Context: an optimization exercise on an open-source flow, tuned for small area, a short achievable clock period and few clock cycles. The choices shown serve that exercise and are no tape-out recipe. Only simulation tests tie the RTL to the original design; equivalence was not proved. Power figures rest on the tool's default switching activity, not on a simulated workload.

[flow/standard.sh]
#!/bin/bash
# synth_recipe.tcl (not shown) runs the flow's synth.tcl, then flattens the netlist and writes it again
# the make line also repeats each setting of config.mk as NAME=value (left out here)
make -C /OpenROAD-flow-scripts/flow DESIGN_CONFIG=/design/flow/config.mk WORK_HOME=/design/flow/orfs CLKGATE_MAP_FILE= SYNTH_SCRIPT=/design/flow/synth_recipe.tcl "${@:-finish}"
[flow/flow/run.sh]
#!/bin/bash
# The standard layout (standard.sh) with these changes to how it is made:
#  - ports are buffered by sky130_fd_sc_hd__buf_1 instead of the default pick;
#  - pins may sit one routing track apart, so the die can be smaller;
#  - CTS clusters up to 28 sinks per leaf buffer and adds no dummy loads;
#  - repair_timing aims for 6.6 ns of setup slack, so the layout is sized for
#    a short achieved period (the clock and constraints stay the standard flow's).
# make's full output goes to make_finish.log in the work folder.
set -euo pipefail
export BUFFER_PORTS_ARGS="-buffer_cell sky130_fd_sc_hd__buf_1"
export PLACE_PINS_ARGS="-min_distance 1 -min_distance_in_tracks"
export CTS_ARGS="-sink_clustering_enable -repair_clock_nets -sink_clustering_size 28 -sink_clustering_max_diameter 80 -dont_use_dummy_load"
export SETUP_SLACK_MARGIN=6.6
bash standard.sh finish > make_finish.log 2>&1
[flow/constraint.sdc]
create_clock -name core_clock -period 10.0 [get_ports {clk}]
set_input_delay 2.0000 -clock core_clock [delete_from_list [all_inputs] [get_ports {clk}]]
set_output_delay 2.0000 -clock core_clock [all_outputs]
set_load 0.01 [all_outputs]
[flow/design.v]
module veeprom_ctrl (
    input  wire         clk,
    input  wire         rst,
    input  wire         cmd_valid,
    input  wire [7:0]   cmd,
    input  wire [15:0]  addr,
    input  wire [15:0]  len,
    input  wire [423:0] wdata,
    output reg          busy,
    output reg          done,
    output wire [3:0]   status,
    output wire [423:0] rdata,
    output wire [1:0]   active_page,
    output reg          fl_req,
    output reg  [2:0]   fl_op,
    output wire [15:0]  fl_addr,
    output reg  [15:0]  fl_wdata,
    input  wire         fl_ack,
    input  wire [31:0]  fl_rdata,
    input  wire [1:0]   fl_status
);
    localparam [2:0] ST_OK      = 3'd0;
    localparam [2:0] ST_OOR     = 3'd1;
    localparam [2:0] ST_HWERR   = 3'd2;
    localparam [2:0] ST_STV     = 3'd3;
    localparam [2:0] ST_CSUM    = 3'd4;
    localparam [2:0] ST_TIMEOUT = 3'd6;
    localparam [2:0] ST_ILLEGAL = 3'd7;
    localparam [2:0] OP_RD32  = 3'd2;
    localparam [2:0] OP_PROG  = 3'd3;
    localparam [2:0] OP_ERASE = 3'd4;
    localparam [2:0] OP_UNLK  = 3'd5;
    localparam [2:0] OP_LOCK  = 3'd6;
    localparam [4:0]
        S_IDLE = 5'd0,
        S_RD   = 5'd2,    
        S_WA1  = 5'd3,    
        S_WA2  = 5'd4,    
        S_WER  = 5'd5,    
        S_WUN  = 5'd6,    
        S_WSS  = 5'd7,    
        S_WP   = 5'd8,    
        S_WEV  = 5'd9,    
        S_WCS  = 5'd10,   
        S_WV   = 5'd11,   
        S_WI   = 5'd12,   
        S_WLK  = 5'd13,   
        S_IN1  = 5'd14,   
        S_IN2  = 5'd15,
        S_IN3  = 5'd16,
        S_IN4  = 5'd17,
        S_IDEC = 5'd18,   
        S_IP   = 5'd19,   
        S_IADD = 5'd20,
        S_ICMP = 5'd21,
        S_IER  = 5'd22,   
        S_ME1  = 5'd23,
        S_ME2  = 5'd24,
        S_IRES = 5'd25;   
    reg [4:0]   st;
    reg [2:0]   stat;
    reg [1:0]   act;
    reg [6:0]   fa;           
    reg [423:0] R;
    reg [5:0]   a6;           
    reg [5:0]   e6;           
    reg [15:0]  aw;           
    reg [7:0]   accl, acch;   
    reg [1:0]   cr;           
    reg [4:0]   hw;           
    reg [1:0]   d;            
    reg         addp;         
    reg         ip1, ip2;     
    reg         z0, z1, z2, f3;    
    reg         v2, c2;       
    reg         b56;          
    assign status      = {1'b0, stat};
    assign rdata       = R;
    assign active_page = act;
    assign fl_addr     = {9'd0, fa};
    wire pa = act[1];         
    wire pb = act[0];         
    wire [2:0] fst = (fl_status == 2'd2) ? ST_TIMEOUT : ST_HWERR;
    wire [4:0] hn    = hw + 5'd1;
    wire [4:0] h2    = hw + 5'd2;
    wire [5:0] o0    = {h2, 1'b0};
    wire [5:0] o1    = {h2, 1'b1};
    wire       m_in0 = (o0 >= a6) && (o0 < e6);
    wire       m_in1 = (o1 >= a6) && (o1 < e6);
    wire [5:0] ep    = {e6[5:1], 1'b0};
    wire       tail  = (o0 >= ep);
    wire       m_sec = tail ? (h2[0] ^ e6[1]) : h2[0];    
    wire       m_need = tail || (o0 < a6);
    wire       m_alldn = (h2 == 5'd27);
    reg        n_in0, n_in1, n_sec, n_need, n_alldn;       
    reg        in0, in1, sec, need, alldn;
    reg        shp;       
    reg        rdst;      
    wire [5:0] hpo   = {hw, 1'b0};
    reg  [7:0] wh, wl;
    always @(*) begin
        case (d)
            2'd0: begin wh = R[423:416]; wl = R[415:408]; end
            2'd1: begin wh = R[415:408]; wl = R[407:400]; end
            2'd2: begin wh = R[407:400]; wl = R[399:392]; end
            default: begin wh = R[399:392]; wl = R[391:384]; end
        endcase
    end
    wire [15:0] ab  = sec ? aw : fl_rdata[31:16];
    wire [7:0]  hh  = in0 ? wh : ab[15:8];
    wire [7:0]  hl  = in1 ? (in0 ? wl : wh) : ab[7:0];
    wire [15:0] h   = {hh, hl};
    wire        hh_ff = in0 ? (&wh) : sec ? (&aw[15:8]) : (&fl_rdata[31:24]);
    wire        hl_ff = in1 ? (in0 ? (&wl) : (&wh)) : sec ? (&aw[7:0]) : (&fl_rdata[23:16]);
    wire        hff = hh_ff && hl_ff;
    wire        hffr = (in0 ? (&wh) : (&aw[15:8])) && (in1 ? (in0 ? (&wl) : (&wh)) : (&aw[7:0]));
    wire        skrd = !frd_now && hffr && !n_sec && n_need && !n_alldn;
    wire [2:0]  dn  = {1'b0, d} + {2'b00, in0} + {2'b00, in1};
    wire [7:0]  ad_p = ip2 ? aw[15:8] : fl_wdata[15:8];
    wire [7:0]  ad_q = ip2 ? aw[7:0]  : fl_wdata[7:0];
    wire [9:0]  lsum = {2'b00, accl} + {2'b00, ad_p} + {2'b00, ad_q};
    wire [15:0] acc  = {acch, accl};
    wire [7:0]  acch_n = acch + {6'd0, cr};
    wire [6:0]  ia   = {1'b0, addr[5:0]} + {1'b0, len[5:0]};
    wire        ioor = (|addr[15:6]) || (|len[15:6]) || (ia >= 7'd54) || (act == 2'd0);
    wire [5:0]  ilm1 = len[5:0] - 6'd1;
    wire [5:0]  ird0 = addr[5:0] + {ilm1[5:2], 2'b00};
    wire        c_in = (cmd == 8'h01);
    wire        c_rd = (cmd == 8'h02);
    wire        c_wr = (cmd == 8'h03);
    wire        c_me = (cmd == 8'h04);
    wire        go   = c_me || c_in || (c_wr && !ioor) || (c_rd && !ioor && len[5:0] != 6'd0);
    wire        ld = cmd_valid && !busy;
    reg         sh;
    wire [423:0] wmir;
    genvar gi;
    generate
        for (gi = 0; gi < 53; gi = gi + 1) begin : g_mir
            assign wmir[8*(52-gi) +: 8] = wdata[8*gi +: 8];
        end
    endgenerate
    wire [423:0] rsh = {R[391:0], fl_rdata[7:0], fl_rdata[15:8], fl_rdata[23:16], fl_rdata[31:24]};
    wire         s_ld = ld;
    wire         s_sh = sh && !ld;
    wire         s_hd = !sh && !ld;
    always @(posedge clk)
        R <= ({424{s_ld}} & wmir) | ({424{s_sh}} & rsh) | ({424{s_hd}} & R);
    wire frd_now = (st == S_WP) && (fl_op == OP_RD32);
    task pay_step;
        input frd;
        begin
            if (shp) begin
                fl_req <= 1'b0;
                st     <= S_WEV;
            end else if (alldn) begin
                if (addp) begin
                    fl_req <= 1'b0;
                    st     <= S_WEV;
                end else begin
                    fl_req   <= 1'b1;
                    fl_op    <= OP_PROG;
                    fa       <= {pb, 6'd54};
                    fl_wdata <= {acch_n, accl};
                    st       <= S_WCS;
                end
            end else if (!sec && need && !frd) begin
                fl_req <= 1'b1;
                fl_op  <= OP_RD32;
                fa     <= {pa, hpo};
                st     <= S_WP;
            end else begin
                fl_wdata <= h;
                addp     <= 1'b1;
                d        <= dn[1:0];
                shp      <= dn[2];
                hstep;
                fl_op  <= skrd ? OP_RD32 : OP_PROG;
                fa     <= skrd ? {pa, hn, 1'b0} : {pb, hpo};
                fl_req <= !hff || skrd;
                st     <= (!hff || skrd) ? S_WP : S_WEV;
            end
        end
    endtask
    task hstep;
        begin
            hw    <= hn;
            in0   <= n_in0;
            in1   <= n_in1;
            sec   <= n_sec;
            need  <= n_need;
            alldn <= n_alldn;
            n_in0   <= m_in0;
            n_in1   <= m_in1;
            n_sec   <= m_sec;
            n_need  <= m_need;
            n_alldn <= m_alldn;
        end
    endtask
    task step3;
        begin
            fl_req   <= 1'b1;
            fl_op    <= OP_PROG;
            fl_wdata <= 16'h0000;
            st       <= S_WSS;
            if (!z0) begin
                z0 <= 1'b1;
                fa <= {pa, 6'd56};
            end else if (!z1) begin
                z1 <= 1'b1;
                fa <= {pa, 6'd58};
            end else if (!z2) begin
                z2 <= 1'b1;
                fa <= {pa, 6'd60};
            end else if (!f3) begin
                stat  <= ST_STV;
                fl_op <= OP_LOCK;
                st    <= S_WLK;
            end else begin
                b56 <= 1'b1;
                fa  <= {pb, 6'd56};
            end
        end
    endtask
    task finish;
        input [2:0] s;
        begin
            stat   <= s;
            done   <= 1'b1;
            busy   <= 1'b0;
            fl_req <= 1'b0;
            st     <= S_IDLE;
        end
    endtask
    task abort;
        input [2:0] s;
        begin
            stat   <= s;
            fl_req <= 1'b1;
            fl_op  <= OP_LOCK;
            st     <= S_WLK;
        end
    endtask
    always @(*) sh = (rdst && fl_ack) || shp;
    always @(posedge clk) begin
        if (rst) begin
            st     <= S_IDLE;
            busy   <= 1'b0;
            done   <= 1'b0;
            stat   <= ST_OK;
            act    <= 2'd0;
            fl_req <= 1'b0;
            addp   <= 1'b0;
            shp    <= 1'b0;
            rdst   <= 1'b0;
            ip1    <= 1'b0;
            ip2    <= 1'b0;
        end else begin
            done <= 1'b0;
            shp  <= 1'b0;
            rdst <= 1'b0;
            ip1 <= 1'b0;
            ip2 <= ip1 && st != S_IADD;
            acch <= acch_n;
            cr   <= 2'd0;
            if (addp || ip1 || ip2) begin
                accl <= lsum[7:0];
                cr   <= lsum[9:8];
            end
            if (addp)
                addp <= 1'b0;
            if (!busy) begin
                if (cmd_valid) begin
                    a6     <= addr[5:0];
                    e6     <= len[5:0];
                    hw     <= 5'h1E;
                    d      <= 2'd0;
                    accl   <= 8'd0;
                    acch   <= 8'd0;
                    b56    <= 1'b0;
                    fl_op  <= c_me ? OP_ERASE : OP_RD32;
                    fa     <= c_me ? 7'h00 : c_in ? 7'd56 : c_rd ? {pa, ird0} : {pa, 6'd56};
                    fl_req <= go;
                    busy   <= go;
                    done   <= !go;
                    rdst   <= c_rd;
                    stat   <= !(c_rd || c_wr) ? ST_ILLEGAL : ioor ? ST_OOR : ST_OK;
                    st     <= c_me ? S_ME1 : c_in ? S_IN1 : c_rd ? S_RD : S_WA1;
                end
            end else case (st)
            S_RD: begin
                rdst <= 1'b1;
                if (fl_ack) begin
                    if (fa[5:0] == a6) begin
                        rdst <= 1'b0;
                        finish(ST_OK);
                    end else
                        fa[5:0] <= fa[5:0] - 6'd4;
                end
            end
            S_WA1: if (fl_ack) begin
                e6 <= a6 + e6;
                z0 <= (fl_rdata[31:16] == 16'h0000);
                z1 <= (fl_rdata[15:0]  == 16'h0000);
                fa <= {pa, 6'd60};
                st <= S_WA2;
            end
            S_WA2: if (fl_ack) begin
                hstep;
                z2    <= (fl_rdata[31:16] == 16'h0000);
                f3    <= (fl_rdata[15:0]  == 16'hFFFF);
                fl_op <= OP_ERASE;
                fa    <= {pb, 6'd0};
                st    <= S_WER;
            end
            S_WER: if (fl_ack) begin
                hstep;
                if (fl_status != 2'b00)
                    finish(fst);
                else begin
                    fl_op <= OP_UNLK;
                    st    <= S_WUN;
                end
            end
            S_WUN: if (fl_ack) begin
                if (fl_status != 2'b00 || fl_rdata[0])
                    abort(ST_HWERR);
                else
                    step3;
            end
            S_WSS: if (fl_ack) begin
                if (fl_status != 2'b00)
                    abort(fst);
                else if (b56)
                    pay_step(1'b0);
                else
                    step3;
            end
            S_WP: if (fl_ack) begin
                if (fl_op == OP_RD32) begin
                    aw <= fl_rdata[15:0];
                    pay_step(1'b1);
                end else if (fl_status != 2'b00)
                    abort(fst);
                else
                    pay_step(1'b0);
            end
            S_WEV: pay_step(1'b0);
            S_WCS: if (fl_ack) begin
                if (fl_status != 2'b00)
                    abort(fst);
                else begin
                    fl_wdata <= 16'h0000;
                    fa       <= {pb, 6'd58};
                    st       <= S_WV;
                end
            end
            S_WV: if (fl_ack) begin
                if (fl_status != 2'b00)
                    abort(fst);
                else begin
                    fa <= {pa, 6'd62};
                    st <= S_WI;
                end
            end
            S_WI: if (fl_ack) begin
                if (fl_status != 2'b00)
                    abort(fst);
                else begin
                    act <= {act[0], act[1]};
                    abort(ST_OK);
                end
            end
            S_WLK: if (fl_ack)
                finish(stat);
            S_IN1, S_IN3: if (fl_ack) begin
                z0 <= (fl_rdata[31:16] == 16'h0000);
                z1 <= (fl_rdata[15:0]  == 16'h0000);
                fa <= fa + 7'd4;
                st <= st + 5'd1;
            end
            S_IN2: if (fl_ack) begin
                z2 <= z0 && z1 && (fl_rdata[31:16] == 16'hFFFF) && (fl_rdata[15:0] == 16'hFFFF);
                f3 <= z0 && z1 && (fl_rdata[31:16] == 16'h0000) && (fl_rdata[15:0] == 16'hFFFF);
                fa <= 7'h40 + 7'd56;
                st <= S_IN3;
            end
            S_IN4: if (fl_ack) begin
                v2 <= z0 && z1 && (fl_rdata[31:16] == 16'hFFFF) && (fl_rdata[15:0] == 16'hFFFF);
                c2 <= z0 && z1 && (fl_rdata[31:16] == 16'h0000) && (fl_rdata[15:0] == 16'hFFFF);
                fl_req <= 1'b0;
                st     <= S_IDEC;
            end
            S_IDEC: begin
                accl   <= 8'd0;
                acch   <= 8'd0;
                fl_req <= 1'b1;
                if (z2 || v2 || f3 || c2) begin
                    act   <= (z2 || (!v2 && f3)) ? 2'd1 : 2'd2;
                    fl_op <= OP_RD32;
                    fa    <= {!(z2 || (!v2 && f3)), 6'd0};
                    st    <= S_IP;
                end else begin
                    fl_op <= OP_ERASE;
                    fa    <= 7'h00;
                    st    <= S_IER;
                end
            end
            S_IP: if (fl_ack) begin
                fl_wdata <= fl_rdata[31:16];
                aw       <= fl_rdata[15:0];
                ip1      <= 1'b1;
                if (fa[5:0] == 6'd52) begin
                    fl_req <= 1'b0;
                    st     <= S_IADD;
                end else
                    fa[5:0] <= fa[5:0] + 6'd4;
            end
            S_IADD: st <= S_IRES;
            S_IRES: st <= S_ICMP;
            S_ICMP: finish((acc == aw) ? ST_OK : ST_CSUM);
            S_IER: if (fl_ack) begin
                if (fl_status != 2'b00)
                    finish(fst);
                else begin
                    act <= 2'd1;
                    finish(ST_OK);
                end
            end
            S_ME1: if (fl_ack) begin
                stat <= {1'b0, fl_status};    
                fa   <= 7'h40;
                st <= S_ME2;
            end
            S_ME2: if (fl_ack) begin
                if (stat[1:0] == 2'd2 || (stat[1:0] == 2'd0 && fl_status == 2'd2))
                    finish(ST_TIMEOUT);
                else if (stat[1:0] == 2'd1 || fl_status == 2'd1)
                    finish(ST_HWERR);
                else
                    finish(ST_OK);
            end
            default: st <= S_IDLE;
            endcase
        end
    end
endmodule
[flow/config.mk]
export PLATFORM = sky130hd
export DESIGN_NAME = veeprom_ctrl
export DESIGN_NICKNAME = veeprom_ctrl
export VERILOG_FILES = /design/flow/design.v
export SDC_FILE = /design/flow/constraint.sdc
export NUM_CORES = 4
export LEC_CHECK = 0
export ABC_AREA = 1
export CAP_MARGIN = 20
export CORE_AREA = 2 2 238 238
export DIE_AREA = 0 0 240 240
export SLEW_MARGIN = 20
==> results by group, run 1 <==
Die
  • Row cnt: 86
  • Width of the die: 240 µm
  • Initial Utilization: 0.494
  • Chip height: 240 µm
  • # IOs: 970

Place
  • # port buffers: 959
  • DP HPWL: 103000 µm
  • Placer Congestion: 1.08

Clock network
  • TritonCTS Sinks: 538
  • Num CTS Buffers: 35
  • CTS HTree Levels: 2
  • Root Driver: clkbuf_16
  • Clock Path Buffers: 3

Global routing
  • All-Layer GR Usage: 0.454
  • Vias in the first global route: 29500
  • Overflow after GRT: 2
  • Largest net degree at the start of global routing: 99
  • First-pass GRT wire length: 192000 µm

Logic synthesis
  • Prevailing post-synth register cell: dfxtp_1
  • Cell count after synthesis: 3869
  • Yosys synthesis warning count: 1
  • Post-synth ARST share: 0
  • Number of library cell types mapped by synthesis: 61
  • Post-synthesis sequential area ratio: 0.431
  • Synth Cell Area: 0.0272 mm²
  • Mean Syn Cell Area: 7.03 µm²
  • EDFF count, synth: 96
  • Flops & latches, synth: 538

Run status
  • Run status: stopped before the end
  • Stopped at: global routing (5_1_grt)
  • Stop err: [ERROR GRT-0116] Global routing finished with congestion. Check the congestion regions in the DRC Viewer.
-- power groups by stage --
| stage | clock network [mW] | logic, mW | registers [mW] |
|---|---|---|---|
| 3_5_place_dp | 0 | 0.755 | 2.63 |
| 4_1_cts | 1.39 | 0.782 | 2.59 |
| 3_3_place_gp | 0 | 0.751 | 2.64 |
| 2_1_floorplan | 0 | 0.339 | 2.62 |
-- per-layer routing --
layer | overflow | track usage
met1 | 0 | 0.551
met3 | 0 | 0.195
met4 | 0 | 0.343
met2 | 2 | 0.633
met5 | 0 | 0.00693
-- worst max-delay path by stage --
stage                  from                     to  slack, ns  cells past startpoint
2_1_floorplan  fl_status[1]  fl_wdata[0]$_DFFE_PP_       6.26                      9
3_3_place_gp         fl_ack         R[154]$_DFF_P_       4.96                     11
3_5_place_dp         fl_ack         R[119]$_DFF_P_       4.92                     11
4_1_cts         fl_rdata[0]           z2$_DFFE_PP_       6.58                      8
-- cell usage after synthesis, drive strengths merged, types with 29 or more instances --
cell	n	area, µm²
nor3	39	205
buf	43	235
dfxtp	442	8850
nand2	1530	5770
nand3	480	2400
edfxtp	96	2880
o21ai	164	821
nor2	192	781
inv	231	867
xor2	29	254
o211ai	66	495
ha	48	601
clkbuf	163	612
a21oi	113	566
-- cells by family after synthesis --
| family | synth area share |
|---|---|
| XOR/XNOR | 0.0122 |
| buffers and inverters | 0.0638 |
| AND/OR/NAND/NOR | 0.355 |
| adder cells (fa/ha/maj) | 0.0331 |
| multiplexers | 0.000368 |
| other | 0.000138 |
| AO/OA/AOI/OAI | 0.104 |
| flip-flops | 0.431 |
-- what timing repair did --
item,CTS
endpoints found under the setup margin,470
endpoints found under the hold margin,0
gates resized for setup,50
cloned,9
pin swaps,9
buffers inserted,12
hold buffers,0
-- per-stage QoR --
step,utilization,area [µm²],hold WS (ns),setup WS (ns),instances
floorplan,-,27400,0.435,6.26,3878
global placement,0.569,31300,0.462,4.96,5401
detailed placement,0.569,31300,0.467,4.92,5401
CTS,0.594,32700,0.436,6.58,5457
Testbench counts, summed over its fixed seeds: cycles 26,920.
==> run 2: changes to the inputs <==
==> flow/flow/run.sh (replaced) <==
#!/bin/bash
# The standard layout (standard.sh) with these changes to how it is made:
#  - ports are buffered by sky130_fd_sc_hd__buf_1 instead of the default pick;
#  - CTS clusters up to 28 sinks per leaf buffer and adds no dummy loads;
#  - repair_timing aims for 6.6 ns of setup slack, so the layout is sized for
#    a short achieved period (the clock and constraints stay the standard flow's).
# make's full output goes to make_finish.log in the work folder.
set -euo pipefail
export BUFFER_PORTS_ARGS="-buffer_cell sky130_fd_sc_hd__buf_1"
export CTS_ARGS="-sink_clustering_enable -repair_clock_nets -sink_clustering_size 28 -sink_clustering_max_diameter 80 -dont_use_dummy_load"
export SETUP_SLACK_MARGIN=6.6
bash standard.sh finish > make_finish.log 2>&1
--- a/flow/config.mk
+++ b/flow/config.mk
@@ -8,5 +8,5 @@
 export ABC_AREA = 1
 export CAP_MARGIN = 20
-export CORE_AREA = 2 2 238 238
-export DIE_AREA = 0 0 240 240
+export CORE_AREA = 2 2 272 272
+export DIE_AREA = 0 0 274 274
 export SLEW_MARGIN = 20
==> run 2 against run 1 <==
Against the previous run:
- now clean on timing, DRC and antenna
- synthesized cell count unchanged
- synthesized area is the same
==> results by group, run 2 <==
Run status
  • Run status: complete, no violations

Clock network
  • TritonCTS Sinks: 538
  • Latest clock arrival within the worst-skew pair: 0.63 ns
  • Post-CTS Hold Buffers: 0
  • Clock Path Buffers: 3
  • CTS HTree Levels: 2
  • CTS tree: yes
  • CTS clk-pin slew, worst paths: 0.11 ns
  • Num CTS Buffers: 37
  • Root Driver: clkbuf_16

Cells and area
  • Commonest non-fill, non-tap cell in the layout: nand2_1
  • Top reg by flops: R
  • Final std cells w/o fill: 5828
  • Largest regs: R x424, aw x16, fl_wdata x16
  • Most frequent cells in the layout: 1510 x nand2_1, 920 x buf_1, 480 x nand3_1
  • Final core utilization: 0.469
  • Nets@finish: 5323
  • Max reg flops: 424
  • Finished Cell Area: 0.0341 mm²
  • Fraction of layout cells with a size suffix above 1: 0.0629
  • Fillers: 7856
  • Area Overhead vs Synth: 25.2%

Detailed routing
  • DRT Pass-1 Iters: 6
  • Routed WL per cell: 34.3 µm
  • Vias per cell: 5.96
  • # DRC: 0
  • Detail Route Antenna Nets: 0
  • Detailed-route via count: 34700
  • Total Wirelength: 200000 µm
  • Iter 0 DRT Violations: 5517

Timing
  • Hold Fails Final Rpt: 0
  • Final setup fails: 0
  • RSZ-0062 raised after global routing: yes
  • Final worst path period need: 3.48 ns
  • Max Slew Vio Count: 0
  • Fmax: 0.288 GHz
  • TNS Setup: 0 ns
  • Final worst-path cycle share: 0.348
  • Worst rel slew slack: 0.222
  • Tightest Pin Transition: 1.16 ns
  • Clk_skew: 0.0895 ns
  • Worst setup margin: 6.52 ns
  • Fin Hold WS: 0.439 ns

Logic synthesis
  • Yosys synthesis warning count: 1
  • Cell count after synthesis: 3869
  • Prevailing post-synth register cell: dfxtp_1
  • Post-synth top area share: 0.325
  • Post-synth top cells: 1522 x nand2_1, 480 x nand3_1, 442 x dfxtp_1, 219 x inv_1, 180 x nor2_1
  • Post-synthesis sequential area ratio: 0.431
  • Synth Cell Area: 0.0272 mm²
  • Synth area leader: dfxtp_1
  • Largest cells by area after synthesis: dfxtp_1 33%, nand2_1 21%, edfxtp_1 11%
  • Number of library cell types mapped by synthesis: 61
  • Mean Syn Cell Area: 7.03 µm²
  • EDFF count, synth: 96
  • Post-synth ARST share: 0
  • Flops & latches, synth: 538
  • Most frequent cell after synthesis: nand2_1

Setup path
  • R2R Setup Slk: 6.53 ns
  • Critical path type: flop to output port
  • Worst EP required: 8.00 ns
  • Worst Setup End Kind: output port
  • WP data arrival: 1.48 ns
  • Crit start category: flop
  • Cell Chain, Critical Path: buf_1
  • Worst-path fanout max: 3
  • Delay-heaviest family, CP: flip-flops
  • Slowest cell on the critical path: dfxtp_1
  • Buffers & Inverters on Critical Path: 1
  • CP peak stage delay: 0.69 ns

Power
  • Peak supply drop: 0.112 mV
  • Flop pwr share: 0.526
  • Sw Share: 0.340
  • Clock power share: 0.293
  • Final total power: 5.03 mW
  • Switching Power: 1.71 mW
  • Gate power share: 0.181
  • Leakage: 14.3 nW
  • Pint: 3.32 mW
  • Power Density: 148 mW/mm²

Hold path
  • Worst min path class: flop to flop

Die
  • Width of the die: 274 µm
  • Row cnt: 99
  • Die area: 0.0751 mm²
  • # IOs: 970
  • Core ar.: 0.0726 mm²
  • Initial Utilization: 0.375
  • Chip height: 274 µm

Global routing
  • All-Layer GR Usage: 0.505
  • Overflow after GRT: 0
  • First-pass GRT wire length: 257000 µm
  • Initial antenna violation count: 136
  • Vias in the first global route: 29900
  • Largest net degree at the start of global routing: 105

Place
  • Placer Congestion: 1.08
  • # port buffers: 959
  • Placed Cells: 5619
  • Placed Area: 0.0316 mm²
  • DP Worst Slack: 5.07 ns
  • DP HPWL: 160000 µm

Job
  • Max cap viols: 0
run 2: power groups by stage:
stage          combinational [mW]  sequential [mW]  clock (mW)
2_1_floorplan               0.339             2.62           0
3_3_place_gp                0.824             2.68           0
3_5_place_dp                0.830             2.67           0
4_1_cts                     0.862             2.63        1.46
5_1_grt                     0.958             2.64        1.54
6_report                    0.912             2.65        1.48
run 2: cell type report:
class / count / area (µm²) / area share
sequential: 538 / 11800 / 0.345
inverter: 237 / 962 / 0.0282
multi-input combinational: 2898 / 14200 / 0.416
clock buffer: 37 / 926 / 0.0272
antenna: 113 / 283 / 0.00830
timing repair inverter: 2 / 17.5 / 0.000514
timing repair buffer: 1044 / 4750 / 0.140
tap: 959 / 1200 / 0.0352
run 2: logic make-up (layout without fill, tap and decap cells):
kind of cell / after synthesis / in the layout / share of synthesized area
flip-flops: 538 / 538 / 0.431
other: 1 / 123 / 0.000138
XOR/XNOR: 38 / 38 / 0.0122
AO/OA/AOI/OAI: 464 / 464 / 0.104
adder cells (fa/ha/maj): 63 / 63 / 0.0331
AND/OR/NAND/NOR: 2321 / 2322 / 0.355
buffers and inverters: 443 / 1320 / 0.0638
multiplexers: 1 / 1 / 0.000368
run 2: path summary, 6_finish.rpt:
kind | from | end | depth (start not counted)
max | R[11]$_DFF_P_ | rdata[11] | 1
min | R[49]$_DFF_P_ | R[81]$_DFF_P_ | 2
max reg2reg | st[2]$_SDFFE_PP0P_ | fa[5]$_DFFE_PP_ | 12
min reg2reg | R[49]$_DFF_P_ | R[81]$_DFF_P_ | 2
run 2: repair_timing:
item,4_1_cts,5_1_grt
pin swaps,19,38
setup buffers,17,28
gates cloned,8,6
resized for setup,101,66
setup endpoints to repair,489,337
run 2: routing by layer:
layer	part of all wire	track usage	vias to the layer above
met1	0.36	0.606	16600
li1	-	-	14700
met4	0.12	0.500	30
met3	0.12	0.152	616
met2	0.40	0.706	2809
met5	0.0010	0	-
==> run 3: changes to the inputs <==
==> flow/flow/run.sh (replaced) <==
#!/bin/bash
# The standard layout (standard.sh) with these changes to how it is made:
#  - ports are buffered by sky130_fd_sc_hd__buf_1 instead of the default pick;
#  - CTS clusters up to 28 sinks per leaf buffer and adds no dummy loads;
#  - repair_timing aims for 6.72 ns of setup slack, so the layout is sized for
#    a short achieved period (the clock and constraints stay the standard flow's).
# make's full output goes to make_finish.log in the work folder.
set -euo pipefail
export BUFFER_PORTS_ARGS="-buffer_cell sky130_fd_sc_hd__buf_1"
export CTS_ARGS="-sink_clustering_enable -repair_clock_nets -sink_clustering_size 28 -sink_clustering_max_diameter 80 -dont_use_dummy_load"
export SETUP_SLACK_MARGIN=6.72
bash standard.sh finish > make_finish.log 2>&1
==> run 3 against run 2 <==
Against the previous run:
- synthesized area unchanged
- sequential power barely moved
- power up 2.5%
- first-iteration DRC count shrank 12%
- cell count up 0.12%
- non-clock buffer count increased by 42
- still clean on timing, DRC and antenna
==> results by group, run 3 <==
Run status
  • Run status: complete, no violations

Logic synthesis
  • Largest cells by area after synthesis: dfxtp_1 33%, nand2_1 21%, edfxtp_1 11%
  • Synth Area in Simple Gates: 0.355
  • Post-synthesis sequential area ratio: 0.431
  • Most frequent cell after synthesis: nand2_1
  • Synth Cell Area: 0.0272 mm²
  • Post-synthesis compound-gate area fraction: 0.104
  • Mux contribution to synthesized area: 0.000368
  • Number of library cell types mapped by synthesis: 61
  • EDFF count, synth: 96
  • Synth Area in Adders: 0.0331
  • Post-synth top area share: 0.325
  • Post-synth top cells: 1522 x nand2_1, 480 x nand3_1, 442 x dfxtp_1, 219 x inv_1, 180 x nor2_1
  • Yosys synthesis warning count: 1
  • Flops & latches, synth: 538
  • Prevailing post-synth register cell: dfxtp_1
  • Synth Area in XOR/XNOR: 0.0122
  • Cell count after synthesis: 3869
  • Mean Syn Cell Area: 7.03 µm²
  • Synth area leader: dfxtp_1
  • Post-synth ARST share: 0
  • Largest family of logic cells by synthesized area: simple AND/OR/NAND/NOR gates

Detailed routing
  • Vias per cell: 5.90
  • Met2 wire length: 81500 µm
  • Total Wirelength: 197000 µm
  • Routed wl met3: 22300 µm
  • Iter 0 DRT Violations: 4858
  • Detail Route Antenna Nets: 0
  • DRT Pass-1 Iters: 8
  • Routed WL per cell: 33.8 µm
  • Metal-1 WL: 70000 µm
  • Detailed-route via count: 34400
  • Top Metal Used: met5
  • # DRC: 0

Hold path
  • Worst min path class: flop to flop
  • Hold Crit Depth: 2

Clock network
  • TritonCTS Sinks: 538
  • Num CTS Buffers: 40
  • Latest clock arrival within the worst-skew pair: 0.64 ns
  • Root Driver: clkbuf_16
  • CTS clk-pin slew, worst paths: 0.09 ns
  • Clock Path Buffers: 3
  • CTS HTree Levels: 2
  • CTS tree: yes

Place
  • DP HPWL: 156000 µm
  • # port buffers: 959
  • Placer Congestion: 1.08
  • Placed Area: 0.0317 mm²

Setup path
  • Worst Setup End Kind: flop
  • R2R depth: 7
  • Critical path type: input port to flop
  • Worst EP required: 10.51 ns
  • WP data arrival: 3.95 ns
  • Worst-path fanout max: 11
  • Crit start category: input port

Cells and area
  • Commonest non-fill, non-tap cell in the layout: nand2_1
  • Nets@finish: 5368
  • Area Overhead vs Synth: 28.6%
  • Max reg flops: 424
  • Finished Cell Area: 0.0350 mm²
  • Footprint of the multi-input gates: 0.0144 mm²
  • Most frequent cells in the layout: 1504 x nand2_1, 864 x buf_1, 479 x nand3_1
  • Largest regs: R x424, aw x16, fl_wdata x16
  • Fillers: 7822
  • Top reg by flops: R
  • Fraction of layout cells with a size suffix above 1: 0.107
  • Seq. cell area: 0.0119 mm²

Power
  • Gate power share: 0.185
  • Power Density: 147 mW/mm²
  • Flop pwr share: 0.514
  • Switching Power: 1.76 mW
  • Clock power share: 0.301
  • Pint: 3.40 mW
  • Leakage: 14.8 nW
  • Peak supply drop: 0.0973 mV
  • Sw Share: 0.341

Global routing
  • First-pass GRT wire length: 254000 µm
  • Initial antenna violation count: 92
  • All-Layer GR Usage: 0.496
  • Overflow after GRT: 0
  • Largest net degree at the start of global routing: 91
  • Vias in the first global route: 30500

Die
  • Core ar.: 0.0726 mm²
  • Initial Utilization: 0.375
  • Chip height: 274 µm
  • Width of the die: 274 µm
  • Row cnt: 99
  • Die area: 0.0751 mm²
  • # IOs: 970

Timing
  • Clk_skew: 0.0847 ns
  • Hold Fails Final Rpt: 0
  • Final worst-path cycle share: 0.344
  • TNS Setup: 0 ns
  • RSZ-0062 raised after global routing: yes
  • Final setup fails: 0
  • Fmax: 0.291 GHz
  • Max Slew Vio Count: 0
  • Tightest Pin Transition: 1.13 ns
  • Worst rel slew slack: 0.238
  • Final worst path period need: 3.44 ns

Job
  • Max cap viols: 0
run 3: cell counts after synthesis:
Identical to the previous run, type by type.
run 3: cell families (layout without fill, tap and decap cells):
group	Yosys count	in the layout
multiplexers	1	1
flip-flops	538	538
AO/OA/AOI/OAI	464	464
XOR/XNOR	38	38
buffers and inverters	443	1366
other	1	85
adder cells (fa/ha/maj)	63	63
AND/OR/NAND/NOR	2321	2321
run 3: area by class of cell:
cell class              count  area share
diodes                     75     0.00536
clock buffers              40      0.0286
inverters                 237      0.0277
multi-input cells        2897       0.411
flip-flops and latches    538       0.340
well taps                 959      0.0343
repair buffers           1086       0.153
repair inverters            3    0.000751
run 3: per-stage QoR:
stage / utilization / hold WS [ns] / total power, mW / instances / worst slack [ns]
2_1_floorplan: - / 0.435 / 2.96 / 3878 / 6.26
3_3_place_gp: 0.436 / 0.445 / 3.52 / 5619 / 4.78
3_5_place_dp: 0.436 / 0.456 / 3.52 / 5619 / 4.71
4_1_cts: 0.468 / 0.446 / 5.06 / 5715 / 6.46
5_1_grt: 0.482 / 0.478 / 5.25 / 5817 / 6.53
6_report: 0.482 / 0.450 / 5.16 / 5835 / 6.56
run 3: final timing paths:
kind / from / to / slack [ns]
hold reg to reg: R[52]$_DFF_P_ / R[84]$_DFF_P_ / 0.45
hold / removal: R[52]$_DFF_P_ / R[84]$_DFF_P_ / 0.45
setup reg to reg: alldn$_DFFE_PP_ / addp$_SDFF_PN0_ / 6.61
setup / recovery: fl_ack / fl_req$_SDFFE_PP0P_ / 6.56
run 3: worst max-delay path, cell delays in order:
cell and delay (ns):
buf_4 0.20, inv_1 0.27, o21ai_1 0.42, o21a_1 0.22, nand2_1 0.07, a211oi_1 0.49
o21ai_0 0.14, a21oi_1 0.12
run 3: metal layers:
metal,up-vias,global-route usage
li1,14700,-
met5,-,0
met3,633,0.133
met2,2490,0.714
met1,16500,0.580
met4,18,0.506
run 3: timing repair:
item                       CTS  global route
cloned                       9             7
resized for setup          293           130
setup endpoints to repair  661           430
pin swaps                   36            39
hold buffers                 0             0
setup buffers               47            38
run 3: power by group through the flow:
stage                     Clock [mW]  Sequential (mW)  Combinational [mW]
final                           1.55             2.65               0.956
after global routing            1.61             2.65                1.00
after CTS                       1.53             2.63               0.892
after detailed placement           0             2.67               0.845
after global placement             0             2.68               0.843
after floorplan                    0             2.62               0.343
==> run 4: changes to the inputs <==
==> flow/flow/run.sh (replaced) <==
#!/bin/bash
# The standard layout (standard.sh) with these changes to how it is made:
#  - ports are buffered by sky130_fd_sc_hd__buf_1 instead of the default pick;
#  - CTS clusters up to 28 sinks per leaf buffer and adds no dummy loads;
#  - repair_timing aims for 6.45 ns of setup slack, so the layout is sized for
#    a short achieved period (the clock and constraints stay the standard flow's).
# make's full output goes to make_finish.log in the work folder.
set -euo pipefail
export BUFFER_PORTS_ARGS="-buffer_cell sky130_fd_sc_hd__buf_1"
export CTS_ARGS="-sink_clustering_enable -repair_clock_nets -sink_clustering_size 28 -sink_clustering_max_diameter 80 -dont_use_dummy_load"
export SETUP_SLACK_MARGIN=6.45
bash standard.sh finish > make_finish.log 2>&1
==> run 4 against run 3 <==
Against the previous run:
- cell area is 4.4% lower
- power is 3.0% lower
- worst setup slack worse by 0.16 ns
- critical path type is now flop to output port
- first-iteration DRC count is 5.6% higher
- highest routed layer unchanged
- global-route usage is 0.65 points lower
- cell count is 0.53% lower
- core utilization is 2.1 points lower
- sequential power hardly changed
- largest cell class unchanged
- via count is 0.71% lower
- flip-flop and latch count stayed put
==> results by group, run 4 <==
Logic synthesis
  • Largest cells by area after synthesis: dfxtp_1 33%, nand2_1 21%, edfxtp_1 11%
  • Prevailing post-synth register cell: dfxtp_1
  • Yosys synthesis warning count: 1
  • Post-synth top cells: 1522 x nand2_1, 480 x nand3_1, 442 x dfxtp_1, 219 x inv_1, 180 x nor2_1
  • Flops & latches, synth: 538
  • Synth Cell Area: 0.0272 mm²
  • Number of library cell types mapped by synthesis: 61
  • Most frequent cell after synthesis: nand2_1
  • Post-synth ARST share: 0
  • EDFF count, synth: 96
  • Mean Syn Cell Area: 7.03 µm²
  • Post-synthesis sequential area ratio: 0.431
  • Cell count after synthesis: 3869
  • Synth area leader: dfxtp_1
  • Post-synth top area share: 0.325

Place
  • Placer Congestion: 1.08
  • DP HPWL: 156000 µm
  • # port buffers: 959

Setup path
  • Buffers & Inverters on Critical Path: 1
  • Worst Setup End Kind: output port
  • Capturing point of the worst reg2reg path: fa[5]$_DFFE_PP_
  • Slowest cell on the critical path: dfxtp_1
  • R2r startpoint: st[2]$_SDFFE_PP0P_
  • Crit start category: flop
  • R2R Setup Slk: 6.51 ns
  • Worst-path fanout max: 3
  • WP data arrival: 1.59 ns
  • CP peak stage delay: 0.70 ns
  • R2R depth: 12
  • Worst EP required: 8.00 ns
  • Delay-heaviest family, CP: flip-flops
  • Cell Chain, Critical Path: buf_1
  • Critical path type: flop to output port

Cells and area
  • Fraction of layout cells with a size suffix above 1: 0.0428
  • Most frequent cells in the layout: 1515 x nand2_1, 948 x buf_1, 480 x nand3_1
  • Top reg by flops: R
  • Nets@finish: 5290
  • Largest regs: R x424, aw x16, fl_wdata x16
  • Commonest non-fill, non-tap cell in the layout: nand2_1
  • Area Overhead vs Synth: 22.9%
  • Max reg flops: 424

Timing
  • Worst rel slew slack: 0.206
  • Tightest Pin Transition: 1.19 ns
  • Fmax: 0.278 GHz
  • Max Slew Vio Count: 0
  • Final worst path period need: 3.59 ns
  • Final setup fails: 0
  • Clk_skew: 0.0959 ns
  • RSZ-0062 raised after global routing: yes
  • Hold Fails Final Rpt: 0
  • TNS Setup: 0 ns
  • Final worst-path cycle share: 0.359

Clock network
  • Num CTS Buffers: 38
  • Post-CTS Hold Buffers: 0
  • TritonCTS Sinks: 538
  • Root Driver: clkbuf_16
  • Latest clock arrival within the worst-skew pair: 0.64 ns
  • Clock Path Buffers: 3
  • CTS clk-pin slew, worst paths: 0.11 ns
  • CTS HTree Levels: 2
  • CTS tree: yes

Power
  • Leakage: 13.9 nW
  • Final total power: 5.01 mW
  • Peak supply drop: 0.112 mV
  • Power Density: 150 mW/mm²

Die
  • Chip height: 274 µm
  • Initial Utilization: 0.375
  • # IOs: 970
  • Die area: 0.0751 mm²
  • Row cnt: 99
  • Core ar.: 0.0726 mm²
  • Width of the die: 274 µm

Global routing
  • Largest net degree at the start of global routing: 185
  • All-Layer GR Usage: 0.489
  • Initial antenna violation count: 148
  • Overflow after GRT: 0
  • First-pass GRT wire length: 251000 µm
  • Vias in the first global route: 29800

Detailed routing
  • Detailed-route via count: 34200
  • # DRC: 0
  • Vias per cell: 5.89
  • Routed WL per cell: 33.3 µm
  • Detail Route Antenna Nets: 0
  • Iter 0 DRT Violations: 5130
  • DRT Pass-1 Iters: 9
  • Total Wirelength: 193000 µm

Hold path
  • Worst min path class: flop to flop
  • Hold Crit Depth: 2
  • Min-delay src: R[199]$_DFF_P_
  • WHS Endpoint: R[231]$_DFF_P_

Job
  • Max cap viols: 0

Run status
  • Run status: complete, no violations
==> run 4: repair_timing <==
action | in CTS | in global routing
gates resized for setup | 36 | 56
pin swaps | 5 | 10
endpoints found under the setup margin | 454 | 316
gates cloned | 3 | 3
buffers inserted | 5 | 16
==> run 4: cell type report <==
cell class                 count  area, µm²
antenna                      122        305
clock buffer                  38        951
fill                        7937      39100
inverter                     237        945
multi-input combinational   2898      14100
sequential                   538      11700
tap                          959       1200
timing repair buffer        1010       4230
timing repair inverter         2       16.3
==> run 4: worst max-delay path by stage <==
stage,start,end,depth (start not counted)
detailed placement,cmd_valid,R[141]$_DFF_P_,7
global placement,cmd_valid,R[141]$_DFF_P_,7
finish,R[14]$_DFF_P_,rdata[14],1
global route,fl_rdata[27],st[0]$_SDFFE_PP0P_,15
floorplan,fl_status[1],fl_wdata[0]$_DFFE_PP_,9
CTS,fl_status[0],fa[3]$_DFFE_PP_,10
==> run 4: cells by family after synthesis <==
| family | share of synthesized area |
|---|---|
| AND/OR/NAND/NOR | 0.355 |
| flip-flops | 0.431 |
| AO/OA/AOI/OAI | 0.104 |
| buffers and inverters | 0.0638 |
| adder cells (fa/ha/maj) | 0.0331 |
| XOR/XNOR | 0.0122 |
| other | 0.000138 |
| multiplexers | 0.000368 |
==> run 4: metal layers <==
metal  track usage  wire, µm
met4         0.501     23200
met3         0.176     25200
met1         0.569     67100
met2         0.675     77000
met5             0       578
==> run 4: power by group <==
part	switching, mW	internal (mW)
Sequential	0.269	2.38
Clock	0.819	0.675
Combinational	0.595	0.271
==> run 4: metrics by stage <==
stage	instances	utilization	instance area [µm²]	setup WS [ns]	hold WS [ns]
finish	5804	0.461	33500	6.41	0.443
global route	5766	0.460	33400	6.39	0.469
CTS	5663	0.452	32800	6.45	0.450
detailed placement	5617	0.435	31600	5.14	0.455
global placement	5617	0.435	31600	5.17	0.454
floorplan	3878	-	27400	6.26	0.435
==> run 5: changes to the inputs <==
==> flow/flow/run.sh (replaced) <==
#!/bin/bash
# The standard layout (standard.sh) with these changes to how it is made:
#  - ports are buffered by sky130_fd_sc_hd__buf_1 instead of the default pick;
#  - CTS clusters up to 28 sinks per leaf buffer and adds no dummy loads;
#  - repair_timing aims for 6.53 ns of setup slack, so the layout is sized for
#    a short achieved period (the clock and constraints stay the standard flow's).
# make's full output goes to make_finish.log in the work folder.
set -euo pipefail
export BUFFER_PORTS_ARGS="-buffer_cell sky130_fd_sc_hd__buf_1"
export CTS_ARGS="-sink_clustering_enable -repair_clock_nets -sink_clustering_size 28 -sink_clustering_max_diameter 80 -dont_use_dummy_load"
export SETUP_SLACK_MARGIN=6.53
bash standard.sh finish > make_finish.log 2>&1
==> run 5 against run 4 <==
Against the previous run:
- still clean
- power down 0.38%
- clock power down 3%
- flip-flop and latch count unchanged
- critical endpoint is now rdata[1]
==> results by group, run 5 <==
Run status
  • Run status: complete, no violations

Cells and area
  • Fillers: 7798
  • Finished Cell Area: 0.0337 mm²
  • Largest regs: R x424, aw x16, fl_wdata x16
  • Final std cells w/o fill: 5803
  • Most frequent cells in the layout: 1513 x nand2_1, 933 x buf_1, 479 x nand3_1
  • Commonest non-fill, non-tap cell in the layout: nand2_1
  • Max reg flops: 424
  • Top reg by flops: R
  • Nets@finish: 5294
  • Area Overhead vs Synth: 23.7%
  • Fraction of layout cells with a size suffix above 1: 0.0501

Logic synthesis
  • Most frequent cell after synthesis: nand2_1
  • Number of library cell types mapped by synthesis: 61
  • Post-synthesis sequential area ratio: 0.431
  • EDFF count, synth: 96
  • Flops & latches, synth: 538
  • Prevailing post-synth register cell: dfxtp_1
  • Post-synth top area share: 0.325
  • Synth Cell Area: 0.0272 mm²
  • Synth area leader: dfxtp_1
  • Yosys synthesis warning count: 1
  • Mean Syn Cell Area: 7.03 µm²
  • Largest cells by area after synthesis: dfxtp_1 33%, nand2_1 21%, edfxtp_1 11%
  • Cell count after synthesis: 3869
  • Post-synth ARST share: 0
  • Post-synth top cells: 1522 x nand2_1, 480 x nand3_1, 442 x dfxtp_1, 219 x inv_1, 180 x nor2_1

Timing
  • RSZ-0062 raised after global routing: yes
  • Tightest Pin Transition: 1.01 ns
  • Fmax: 0.283 GHz
  • Hold Fails Final Rpt: 0
  • Worst rel slew slack: 0.325
  • TNS Setup: 0 ns
  • Final setup fails: 0
  • Final worst-path cycle share: 0.353
  • Final worst path period need: 3.53 ns
  • Clk_skew: 0.0681 ns
  • Max Slew Vio Count: 0

Clock network
  • CTS tree: yes
  • CTS clk-pin slew, worst paths: 0.11 ns
  • Root Driver: clkbuf_16
  • TritonCTS Sinks: 538
  • Num CTS Buffers: 36
  • Latest clock arrival within the worst-skew pair: 0.63 ns
  • Clock Path Buffers: 3
  • CTS HTree Levels: 2

Hold path
  • Worst min path class: flop to flop
  • Hold Crit Depth: 2

Place
  • Placed Area: 0.0316 mm²
  • Placer Congestion: 1.05
  • DP HPWL: 160000 µm
  • Placed Cells: 5617
  • # port buffers: 959

Setup path
  • Worst-path fanout max: 3
  • Crit start category: flop
  • CP peak stage delay: 0.57 ns
  • Buffers & Inverters on Critical Path: 1
  • Critical path depth in cells: 1
  • Cell Chain, Critical Path: buf_1
  • Worst Setup End Kind: output port
  • Slowest cell on the critical path: dfxtp_1
  • Worst EP required: 8.00 ns
  • WP data arrival: 1.53 ns
  • Critical path type: flop to output port
  • Delay-heaviest family, CP: flip-flops
  • R2R depth: 11

Detailed routing
  • Detailed-route via count: 34500
  • Vias per cell: 5.94
  • Routed WL per cell: 34.0 µm
  • DRT Pass-1 Iters: 8
  • Total Wirelength: 197000 µm
  • # DRC: 0
  • Iter 0 DRT Violations: 5462
  • Detail Route Antenna Nets: 0

Power
  • Power Density: 148 mW/mm²
  • Peak supply drop: 0.113 mV
  • Leakage: 14.0 nW

Die
  • Core ar.: 0.0726 mm²
  • Initial Utilization: 0.375
  • # IOs: 970
  • Chip height: 274 µm
  • Row cnt: 99
  • Width of the die: 274 µm
  • Die area: 0.0751 mm²

Global routing
  • Largest net degree at the start of global routing: 171
  • Vias in the first global route: 29800
  • Initial antenna violation count: 142
  • All-Layer GR Usage: 0.500
  • Overflow after GRT: 0
  • First-pass GRT wire length: 256000 µm

Job
  • Max cap viols: 0
==> run 5: cell counts after synthesis <==
No cell type changed its count.
==> run 5: power breakdown <==
part,internal [mW],switching (mW)
clock network,0.643,0.801
logic,0.282,0.617
registers,2.38,0.268
total,3.30,1.69
==> run 5: timing repair <==
action,CTS,global route
pin swaps,9,21
cloned,5,2
resized for setup,63,70
setup buffers,10,16
setup endpoints to repair,522,439
hold buffers,0,0
==> run 5: logic make-up after synthesis <==
family,count (synthesis),share of synthesized area
XOR/XNOR,38,0.0122
AND/OR/NAND/NOR,2321,0.355
multiplexers,1,0.000368
flip-flops,538,0.431
buffers and inverters,443,0.0638
other,1,0.000138
adder cells (fa/ha/maj),63,0.0331
AO/OA/AOI/OAI,464,0.104
==> run 5: area by class of cell <==
cell class                 count  area [µm²]  share of cell area
multi-input combinational   2897       14100               0.420
sequential                   538       11700               0.349
timing repair buffer        1018        4420               0.131
tap                          959        1200              0.0356
inverter                     237         971              0.0288
clock buffer                  36         901              0.0268
antenna                      117         293             0.00870
timing repair inverter         1        11.3            0.000334
==> run 5: path summary, 6_finish.rpt <==
path | endpoint | slack [ns] | from
setup reg to reg | fa[3]$_DFFE_PP_ | 6.61 | st[0]$_SDFFE_PP0P_
hold reg to reg | R[120]$_DFF_P_ | 0.44 | R[88]$_DFF_P_
hold / removal | R[120]$_DFF_P_ | 0.44 | R[88]$_DFF_P_
setup / recovery | rdata[1] | 6.47 | R[1]$_DFF_P_
==> run 5: metrics by stage <==
step	hold WS, ns	setup WS (ns)	utilization	power [mW]
after floorplan	0.435	6.26	-	2.95
after global placement	0.453	5.10	0.436	3.50
after detailed placement	0.455	5.08	0.436	3.50
after CTS	0.450	6.48	0.455	4.91
after global routing	0.471	6.45	0.462	5.09
final	0.444	6.47	0.464	4.99
==> run 5: per-layer routing <==
layer	vias up	wire length [µm]	track usage
met5	-	112	0
met4	14	23400	0.497
met3	601	24000	0.144
met2	2752	79000	0.699
met1	16500	70800	0.603
li1	14600	-	-
==> run 6: changes to the inputs <==
==> flow/flow/run.sh (replaced) <==
#!/bin/bash
# The standard layout (standard.sh) with these changes to how it is made:
#  - after the standard synthesis, remap.py turns R's nand2/nand2/nand2/nand3
#    input multiplexers into a222oi + inverter (same function, less area);
#    registers and all other cells stay as synthesized;
#  - ports are buffered by sky130_fd_sc_hd__buf_1 instead of the default pick;
#  - pins may sit one routing track apart, so the die can be smaller;
#  - CTS clusters up to 28 sinks per leaf buffer and adds no dummy loads;
#  - repair_timing aims for 6.6 ns of setup slack, so the layout is sized for
#    a short achieved period (the clock and constraints stay the standard flow's).
# Each tool's full output goes to a log in the work folder.
set -euo pipefail
export BUFFER_PORTS_ARGS="-buffer_cell sky130_fd_sc_hd__buf_1"
export PLACE_PINS_ARGS="-min_distance 1 -min_distance_in_tracks"
export CTS_ARGS="-sink_clustering_enable -repair_clock_nets -sink_clustering_size 28 -sink_clustering_max_diameter 80 -dont_use_dummy_load"
export SETUP_SLACK_MARGIN=6.6
RES=orfs/results/${FLOW_PLATFORM:-sky130hd}/veeprom_ctrl/base
bash standard.sh synth > make_synth.log 2>&1
cp $RES/1_2_yosys.v yosys_standard.v
python3 flow/remap.py yosys_standard.v $RES/1_2_yosys.v > remap.log 2>&1
rm -f $RES/1_synth.odb $RES/1_synth.sdc
bash standard.sh finish > make_finish.log 2>&1
==> flow/flow/remap.py (new file) <==
#!/usr/bin/env python3
"""Remap R's input multiplexers in the synthesized netlist: three nand2 cells
feeding one nand3 (D = a&b | c&d | e&f) become one a222oi plus an inverter,
which is the same function in less area. Only nand2 outputs with no other load
are merged; registers and every other cell are left as they are.
usage: remap.py IN.v OUT.v"""
import re, sys, collections

src = open(sys.argv[1]).read()
inst_re = re.compile(r'^  (sky130_fd_sc_hd__\w+) (\S+) +\(\n((?:    \.\w+\([^()]*\),?\n)+)  \);\n', re.M)
cells = []
for m in inst_re.finditer(src):
    pins = dict(re.findall(r'\.(\w+)\(([^()]*)\)', m.group(3)))
    cells.append([m.group(1), m.group(2), pins, m.start(), m.end()])

OUTS = {'Y', 'X', 'Q', 'Q_N', 'COUT', 'SUM', 'HI', 'LO'}
drv = {}
loads = collections.Counter()
for i, (t, n, p, a, b) in enumerate(cells):
    for k, v in p.items():
        v = v.strip()
        if k in OUTS:
            drv[v] = i
        else:
            loads[v] += 1
# nets also used outside cells (assigns, ports) count as extra loads
for v in re.findall(r'assign \S+ = ([^;]+);', src):
    loads[v.strip()] += 1

drop = set()
new = {}
k = 0
for i, (t, n, p, a, b) in enumerate(cells):
    if not (t.startswith('sky130_fd_sc_hd__dfxtp') and n.startswith('\\R[')):
        continue
    d = p['D'].strip()
    j = drv.get(d)
    if j is None or cells[j][0] != 'sky130_fd_sc_hd__nand3_1' or loads[d] != 1:
        continue
    ins = [cells[j][2][x].strip() for x in ('A', 'B', 'C')]
    ns = [drv.get(x) for x in ins]
    if any(q is None or cells[q][0] != 'sky130_fd_sc_hd__nand2_1' or loads[x] != 1
           for q, x in zip(ns, ins)) or len(set(ns)) != 3:
        continue
    prs = [(cells[q][2]['A'].strip(), cells[q][2]['B'].strip()) for q in ns]
    mid = f'_remap{k}_'
    k += 1
    new[j] = (f'  sky130_fd_sc_hd__a222oi_1 _remap_a{k}_ (\n'
              f'    .A1({prs[0][0]}),\n    .A2({prs[0][1]}),\n'
              f'    .B1({prs[1][0]}),\n    .B2({prs[1][1]}),\n'
              f'    .C1({prs[2][0]}),\n    .C2({prs[2][1]}),\n'
              f'    .Y({mid})\n  );\n'
              f'  sky130_fd_sc_hd__inv_1 _remap_i{k}_ (\n'
              f'    .A({mid}),\n    .Y({d})\n  );\n')
    drop.update(ns)

out = []
pos = 0
wires = ''.join(f'  wire _remap{x}_;\n' for x in range(k))
for i, (t, n, p, a, b) in enumerate(cells):
    if i in drop or i in new:
        out.append(src[pos:a])
        if i in new:
            out.append(new[i])
        pos = b
out.append(src[pos:])
res = ''.join(out)
# declare the new nets after the module header
res = re.sub(r'(module veeprom_ctrl\([^;]*\);\n)', lambda m: m.group(1) + wires, res, count=1)
open(sys.argv[2], 'w').write(res)
print(f'remapped {k} R input multiplexers')
--- a/flow/config.mk
+++ b/flow/config.mk
@@ -8,5 +8,5 @@
 export ABC_AREA = 1
 export CAP_MARGIN = 20
-export CORE_AREA = 2 2 272 272
-export DIE_AREA = 0 0 274 274
+export CORE_AREA = 2 2 238 238
+export DIE_AREA = 0 0 240 240
 export SLEW_MARGIN = 20
==> run 6 against run 5 <==
Against the previous run:
- the flow now stops in global routing (5_1_grt)
- synthesized area down 3.6%
- synthesized cell count shrank 20%
==> results by group, run 6 <==
Clock network
  • Num CTS Buffers: 31
  • Clock Path Buffers: 3
  • Post-CTS Hold Buffers: 0
  • Root Driver: clkbuf_16
  • CTS HTree Levels: 1

Logic synthesis
  • Cell count after synthesis: 3079
  • Synth Cell Area: 0.0262 mm²
  • Yosys synthesis warning count: 1
  • Mean Syn Cell Area: 8.52 µm²

Run status
  • Stop err: [ERROR GRT-0116] Global routing finished with congestion. Check the congestion regions in the DRC Viewer.
  • Stopped at: global routing (5_1_grt)
  • Run status: stopped before the end

Place
  • DP HPWL: 106000 µm
  • Placed Cells: 4604
  • # port buffers: 959
  • Placed Area: 0.0303 mm²
  • Placer Congestion: 1.10

Global routing
  • Largest net degree at the start of global routing: 109
  • Overflow after GRT: 6
  • All-Layer GR Usage: 0.473
  • First-pass GRT wire length: 199000 µm
  • Vias in the first global route: 30800

Die
  • Chip height: 240 µm
  • Row cnt: 86
  • Width of the die: 240 µm
  • # IOs: 970
  • Initial Utilization: 0.476
-- run 6: power by group through the flow --
| stage | Sequential, mW | Combinational, mW | Clock, mW |
|---|---|---|---|
| 2_1_floorplan | 2.62 | 0.345 | 0 |
| 3_3_place_gp | 2.64 | 0.756 | 0 |
| 3_5_place_dp | 2.64 | 0.773 | 0 |
| 4_1_cts | 2.60 | 0.791 | 1.28 |
-- run 6: how the worst min path moves through the flow --
stage                          end  cells after the start
floorplan           ip2$_SDFF_PP0_                      2
global placement    ip2$_SDFF_PP0_                      2
detailed placement  ip2$_SDFF_PP0_                      2
CTS                 ip2$_SDFF_PP0_                      2
-- run 6: stage by stage --
step | util | setup WS (ns)
2_1_floorplan | - | 6.26
3_3_place_gp | 0.550 | 5.00
3_5_place_dp | 0.550 | 4.93
4_1_cts | 0.574 | 6.59
-- run 6: what timing repair did --
item,in CTS
endpoints found under the hold margin,0
setup buffers,16
endpoints found under the setup margin,562
resized for setup,89
pin swaps,19
gates cloned,9
-- run 6: routing by layer --
layer  global-route usage  overflow
met1                0.493         0
met2                0.714         4
met3                0.212         0
met4                0.435         2
met5                    0         0
==> run 7: changes to the inputs <==
--- a/flow/config.mk
+++ b/flow/config.mk
@@ -8,5 +8,5 @@
 export ABC_AREA = 1
 export CAP_MARGIN = 20
-export CORE_AREA = 2 2 238 238
-export DIE_AREA = 0 0 240 240
+export CORE_AREA = 2 2 263 263
+export DIE_AREA = 0 0 265 265
 export SLEW_MARGIN = 20
==> run 7 against run 6 <==
Against the previous run:
- the run again fails in global routing (5_1_grt)
- synthesized cell count unchanged
- synthesized area stayed put
==> results by group, run 7 <==
Run status
  • Run status: stopped before the end
  • Stopped at: global routing (5_1_grt)
  • Stop err: [ERROR GRT-0116] Global routing finished with congestion. Check the congestion regions in the DRC Viewer.

Place
  • # port buffers: 959
  • Placer Congestion: 1.10
  • Placed Area: 0.0305 mm²
  • DP HPWL: 113000 µm

Clock network
  • Clock Path Buffers: 3
  • Num CTS Buffers: 35
  • Root Driver: clkbuf_16
  • CTS HTree Levels: 2

Global routing
  • Largest net degree at the start of global routing: 167
  • Overflow after GRT: 1
  • All-Layer GR Usage: 0.405
  • First-pass GRT wire length: 206000 µm
  • Vias in the first global route: 29300

Die
  • Row cnt: 95
  • Initial Utilization: 0.390
  • # IOs: 970
  • Width of the die: 265 µm
  • Chip height: 265 µm

Logic synthesis
  • Mean Syn Cell Area: 8.52 µm²
  • Synth Cell Area: 0.0262 mm²
  • Cell count after synthesis: 3079
  • Yosys synthesis warning count: 1
run 7: timing repair:
item,CTS
gates cloned,8
resized for setup,90
hold buffers,0
pin swaps,18
setup endpoints to repair,556
buffers inserted,19
run 7: power groups by stage:
stage	Sequential (mW)	Combinational (mW)	Clock [mW]
2_1_floorplan	2.62	0.345	0
3_3_place_gp	2.66	0.772	0
3_5_place_dp	2.65	0.774	0
4_1_cts	2.61	0.795	1.42
run 7: metrics by stage:
step                setup slack, ns  instances
CTS                            6.35       4798
floorplan                      6.26       3088
detailed placement             4.79       4736
global placement               4.75       4736
run 7: metal layers:
layer / overflow / GRT usage
met4: 1 / 0.333
met3: 0 / 0.165
met2: 0 / 0.616
met1: 0 / 0.444
met5: 0 / 0.0118
run 7: how the worst max path moves through the flow:
stage                 startpoint                    end  slack, ns  cells after the start
detailed placement        fl_ack         R[152]$_DFF_P_       4.79                      9
floorplan           fl_status[1]  fl_wdata[0]$_DFFE_PP_       6.26                      9
global placement          fl_ack         R[188]$_DFF_P_       4.75                      9
CTS                    cmd_valid         R[230]$_DFF_P_       6.35                      8

[afterwards: timing with drivers on the ports]
The results above use ideal ports. As a check the final layouts listed here were re-extracted and re-timed, cells and wires unchanged.
Step 1: set_driving_cell puts a clkbuf_16 on clk and a buf_2 on each other input, an assumption about the parent block.
Step 2 moves the port delays by t, midway between the first and last clock arrival at a register: inputs arrive t later, outputs are due t later. That takes back most of the time a late clock gives input paths.
a / b / c = ideal / step 1 / step 2; a / b = the first two.
run	t, ns	setup slack, ns	worst hold slack (ns)	clock arrival spread, ns	worst register clock-pin slew, ns
run 2	0.653	6.522 / 6.451 / 5.844	0.439 / 0.439 / 0.439	0.097 / 0.097	0.11 / 0.11
run 3	0.670	6.562 / 6.586 / 5.916	0.450 / 0.450 / 0.450	0.089 / 0.088	0.11 / 0.11
run 4	0.662	6.406 / 6.328 / 5.814	0.443 / 0.443 / 0.443	0.104 / 0.104	0.11 / 0.11
run 5	0.663	6.472 / 6.396 / 5.834	0.444 / 0.444 / 0.444	0.087 / 0.088	0.12 / 0.12
After both steps every run listed still meets setup and hold. The setup slack of run 2, which loses most, moves by -0.071 ns with the drivers and by -0.678 ns with both steps.
